What follows belongs to an exercise in optimizing a design on an open flow for small area, a short achievable clock period and few clock cycles; a production flow would make more cautious choices. In this exercise RTL edits were held to simulation tests only and were not proved equivalent to the original. Power and IR drop assume default switching activity.

==> run X: inputs <==
==> flow/design.v (excerpt) <==
module htcore (
    input  wire       clk,
    input  wire       rst,         
    input  wire [7:0] cmd_data,
    input  wire       cmd_valid,
    output wire       cmd_ready,
    output wire [7:0] rsp_data,
    output wire       rsp_valid,
    input  wire       rsp_ready
);
    localparam NTAB       = 2;
    localparam SLOT_DEPTH = 16;
    localparam MODK       = 2;       
    localparam MODC       = (32 + MODK - 1) / MODK;    
    localparam HW         = MODK * MODC;               
    localparam CMPW       = 6;       
    localparam QD         = 3;       
    localparam FDEPTH     = 4;       
    localparam FAW        = 2;       
    localparam OP_GENERATE = 4'd1, OP_HASH = 4'd2, OP_CREATE = 4'd3, OP_PUT = 4'd4,
               OP_GET = 4'd5, OP_GETINDEX = 4'd6, OP_DEL = 4'd7, OP_LEN = 4'd8,
               OP_RELEASE = 4'd9;
    localparam ST_OK = 4'd0, ST_NOT_FOUND = 4'd1, ST_CAP = 4'd2, ST_INV_IDX = 4'd3,
               ST_BAD_TABLE = 4'd4, ST_FAULT = 4'd5;
    localparam FC_SIZE = 32'd1, FC_DEPTH = 32'd2, FC_BAD_TABLE = 32'd3, FC_TABLE_LIVE = 32'd4,
               FC_NOT_GENERATED = 32'd5, FC_ILLEGAL = 32'd6;
    localparam K_RESP = 3'd0,    
               K_CREATE = 3'd1, K_LEN = 3'd2, K_REL = 3'd3, K_GIDX = 3'd4,
               K_PUT = 3'd5, K_GET = 3'd6, K_DEL = 3'd7;
    integer i;
    reg        cmd_ready_r;
    reg [7:0]  ib;
    reg        ibv;
    assign cmd_ready = cmd_ready_r;
    reg        srst;
    always @(posedge clk)
        srst <= rst;
    always @(posedge clk) begin
        ib  <= cmd_data;
        ibv <= !rst && cmd_valid && cmd_ready_r;
    end
    wire [31:0] ctw [0:2];
    genvar gi;
    generate
        for (gi = 0; gi < 3; gi = gi + 1) begin : g_rom
            htcore_ct_rom u_rom (
                .addr ({gi[1:0], ib}),
                .data (ctw[gi])
            );
        end
    endgenerate
    reg [31:0] ct [0:2];
    reg [7:0]  kb;
    reg [8:0]  kb3;            
    reg        kbv;
  ...
Settings: LEC_CHECK=0, ABC_CLOCK_PERIOD_IN_PS=3000, CAP_MARGIN=20, CELL_PAD_IN_SITES_DETAIL_PLACEMENT=1, CELL_PAD_IN_SITES_GLOBAL_PLACEMENT=2, CORE_MARGIN=2, CORE_UTILIZATION=30, PLACE_DENSITY=0.4, SETUP_SLACK_MARGIN=5, SLEW_MARGIN=20, SYNTH_MEMORY_MAX_BITS=65536; clock period 12.0 ns.
run.sh (not shown) runs the stock make flow with config.mk's settings and CLKGATE_MAP_FILE= SYNTH_SCRIPT=/design/flow/synth_recipe.tcl, a recipe that flattens the netlist after the stock synthesis.
==> run D: changes against run X <==
--- a/flow/design.v
+++ b/flow/design.v
@@ -787,15 +787,14 @@
     input  wire       rsp_ready
 );
     localparam NTAB       = 2;
     localparam SLOT_DEPTH = 16;
     localparam MODK       = 2;       
     localparam MODC       = (32 + MODK - 1) / MODK;    
     localparam HW         = MODK * MODC;               
-    localparam CMPW       = 6;       
     localparam QD         = 3;       
     localparam FDEPTH     = 4;       
     localparam FAW        = 2;       
     localparam OP_GENERATE = 4'd1, OP_HASH = 4'd2, OP_CREATE = 4'd3, OP_PUT = 4'd4,
                OP_GET = 4'd5, OP_GETINDEX = 4'd6, OP_DEL = 4'd7, OP_LEN = 4'd8,
                OP_RELEASE = 4'd9;
     localparam ST_OK = 4'd0, ST_NOT_FOUND = 4'd1, ST_CAP = 4'd2, ST_INV_IDX = 4'd3,
@@ -1141,32 +1140,35 @@
     wire [3:0]  q0_rem  = xrem;
     wire        q0_md   = xmd;
     reg [3:0]    rot;
     reg [1535:0] ring0, ring1;         
     reg [15:0]   occ0, occ1;           
     reg [4:0]    tlen [0:NTAB-1];
     wire [15:0]   occ_t  = q0_t ? occ1 : occ0;
-    localparam X_IDLE = 3'd0, X_SEL = 3'd1, X_ACT = 3'd2, X_RFIND = 3'd3, X_RPUSH = 3'd4;
+    localparam X_IDLE = 3'd0, X_SEL = 3'd1, X_ACT = 3'd2, X_RFIND = 3'd3, X_RPUSH = 3'd4,
+               X_ROT = 3'd5;
     reg [2:0]  xs;
+    reg [15:0] matp;                   
     reg [15:0] xskip;                  
+    reg [3:0]  xrot;                   
     reg [3:0]  xslot;
     reg        xfound;
     reg [4:0]  xpos;
     reg [36:0]  fmem [0:FDEPTH-1];       
     reg [FAW-1:0] fwp, frp;
     reg [FAW:0] fcnt;                    
     reg [FAW:0] fall;                    
     reg         fw_v;                    
     reg [36:0]  fw_d;
     wire        f_room = (fall != FDEPTH);
     reg [15:0] cmp0, cmp1;
     always @(*) begin
         for (i = 0; i < SLOT_DEPTH; i = i + 1) begin
-            cmp0[i] = (ring0[96*i+64 +: CMPW] == q0_ha[CMPW-1:0]);
-            cmp1[i] = (ring1[96*i+64 +: CMPW] == q0_ha[CMPW-1:0]);
+            cmp0[i] = (ring0[96*i+64 +: 32] == q0_ha);
+            cmp1[i] = (ring1[96*i+64 +: 32] == q0_ha);
         end
     end
     wire [15:0] cmp_mat = q0_t ? cmp1 : cmp0;
     reg [15:0] matl;                   
     reg [15:0] cand, cand_hi;
     reg [3:0]  sel_lo, sel_hi;
     reg        any_lo, any_hi;
@@ -1193,25 +1195,25 @@
     wire [3:0]  rd_slot = (xs == X_IDLE) ? q0_w[3:0] : xslot;
     wire        rd_hi   = (rot[3] != rd_slot[3]);
     wire [31:0] rd_val  = q0_t ? (rd_hi ? ring1[96*8 +: 32] : ring1[31:0])
                                : (rd_hi ? ring0[96*8 +: 32] : ring0[31:0]);
     wire        rd_occ  = occ_t[rd_slot];
     wire [3:0]  rot_nx  = rot + 4'd1;
     wire        nx_hi   = (rot_nx[3] != xslot[3]);
-    wire [63:0] nx_hab  = q0_t ? (nx_hi ? ring1[96*9+32 +: 64] : ring1[96+32 +: 64])
-                               : (nx_hi ? ring0[96*9+32 +: 64] : ring0[96+32 +: 64]);
+    wire [31:0] nx_hb   = q0_t ? (nx_hi ? ring1[96*9+32 +: 32] : ring1[96+32 +: 32])
+                               : (nx_hi ? ring0[96*9+32 +: 32] : ring0[96+32 +: 32]);
     reg         x_fresh;           
     reg         x_tap;             
     reg         x_beq;             
     always @(posedge clk) begin
         x_tap <= (rot_nx[2:0] == xslot[2:0]);
-        x_beq <= (nx_hab == {q0_ha, q0_hb});
+        x_beq <= (nx_hb == q0_hb);
     end
     wire        put_now = (rot[2:0] == xslot[2:0]);
-    wire        act_go  = f_room && (!xfound || ((q0_kind == K_PUT) ? put_now : (!x_fresh && x_tap)));
+    wire        act_go  = f_room && (!xfound || (!x_fresh && x_tap));
     wire        b_miss  = (q0_kind != K_PUT) && xfound && !x_beq;
     reg         f_push;
     reg [36:0]  f_data;
     reg         xp;
     always @(*) begin
         f_push = 1'b0;
         f_data = 37'd0;
@@ -1279,22 +1281,27 @@
                     if (q0_t) occ1 <= 16'd0; else occ0 <= 16'd0;
                 end
                 K_REL: if (f_room) begin
                     xpos <= 5'd0;
                     xs   <= X_RFIND;
                 end
                 K_PUT, K_GET, K_DEL: begin
-                    for (i = 0; i < SLOT_DEPTH; i = i + 1)
-                        matl[i] <= cmp_mat[(i - rot) & 15];
+                    matp  <= cmp_mat;
                     xskip <= 16'd0;
-                    xs   <= X_SEL;
+                    xrot <= rot;
+                    xs   <= X_ROT;
                 end
                 default: ;
                 endcase
             end
+            X_ROT: begin
+                for (i = 0; i < SLOT_DEPTH; i = i + 1)
+                    matl[i] <= matp[(i - xrot) & 15];
+                xs <= X_SEL;
+            end
             X_SEL: if (q0_md) begin
                 xslot  <= sel;
                 xfound <= (any_hi || any_lo) && (q0_kind == K_PUT || occ_t[sel]);
                 xs     <= X_ACT;
                 x_fresh <= 1'b1;
             end
             X_ACT: begin
==> flow/flow/run.sh (new file) <==
#!/bin/bash
set -euo pipefail
bash standard.sh SETUP_SLACK_MARGIN=7.2 finish > standard_flow.log 2>&1
==> flow/standard.sh (new file) <==
#!/bin/bash
# synth_recipe.tcl (not shown) runs the flow's synth.tcl, then flattens the netlist and writes it again
# the make line also repeats each setting of config.mk as NAME=value (left out here)
make -C /OpenROAD-flow-scripts/flow DESIGN_CONFIG=/design/flow/config.mk WORK_HOME=/design/flow/orfs CLKGATE_MAP_FILE= SYNTH_SCRIPT=/design/flow/synth_recipe.tcl "${@:-finish}"
--- a/flow/config.mk
+++ b/flow/config.mk
@@ -6,12 +6,11 @@
 export NUM_CORES = 4
 export LEC_CHECK = 0
 export ABC_CLOCK_PERIOD_IN_PS = 3000
 export CAP_MARGIN = 20
 export CELL_PAD_IN_SITES_DETAIL_PLACEMENT = 1
 export CELL_PAD_IN_SITES_GLOBAL_PLACEMENT = 2
 export CORE_MARGIN = 2
-export CORE_UTILIZATION = 30
-export PLACE_DENSITY = 0.4
-export SETUP_SLACK_MARGIN = 5
+export CORE_UTILIZATION = 45
+export PLACE_DENSITY = 0.55
 export SLEW_MARGIN = 20
 export SYNTH_MEMORY_MAX_BITS = 65536
removed: flow/run.sh
==> run notes <==
Diodes inserted=346; Clk pwr share=36.4%; Buffers, non-clock=758; hold slack=0.190 ns; Endpoint, Worst Hold=ring1[435]; switch share=33.3%; largest net degree at the start of global routing=141; DRT iter0 DRCs=15.9k; status=finished clean; fraction of area in multi-input gates=32.7%; comb pwr=8500 uW; first-pass GRT wire length=1380 mm; FILL cells=57.5k; WL per Instance=47.5 um; Placement Cell Area=0.177 sq mm; clock buffers=645
[end of results for run X]
==> run notes <==
status=aborted with a tool error; failing step=global routing (5_1_grt); error message=[ERROR GRT-0116] Global routing finished with congestion. Check the congestion regions in the DRC Viewer.; clk buf depth=4; grt ovf=717; Tot GR Track Use=64.0%; Die Ht=621 um; Placement Cell Area=0.181 sq mm; first-pass GRT wire length=1710 mm; Sink Count=4,402; sequential fraction of the synthesis area=57.3%; Post-CTS Hold Buffers=0; most common cell in the netlist=dfxtp_1; fraction of synthesized area in multiplexers=8.91%; root buf cell=clkbuf_16; grt peak-use layer=met2; post-place setup slack=5.88 ns; largest net degree at the start of global routing=115; Chip Width=621 um; count of flip-flops with a built-in enable after synthesis=1,003
[end of results for run D]
Testbench counts of run X, summed over its fixed seeds: cycles 47,442.
Testbench counts of run D, summed over its fixed seeds: cycles 47,495.

-- re-timing with driven ports --
The flow's constraints put no driver on any port. The routed layout listed below was extracted and timed again, unchanged, in two steps.
Step 1: set_driving_cell puts a clkbuf_16 on clk and a buf_2 on each other input, an assumption about the parent block.
Step 2 times the ports against the registers' clock, not the clock port: input delays grow and output delays shrink by t, the midpoint of the rising clock arrivals with the driver on.
a / b / c = ideal / step 1 / step 2; a / b = the first two.
run: run X
shift t [ns]: 1.175
slack for setup (ns): 4.972 / 4.972 / 4.972
worst hold slack (ns): 0.190 / 0.190 / 0.190
After both steps run X still meets setup and hold. For run X, drivers alone change the setup slack by 0.000 ns; drivers and shift together by 0.000 ns.
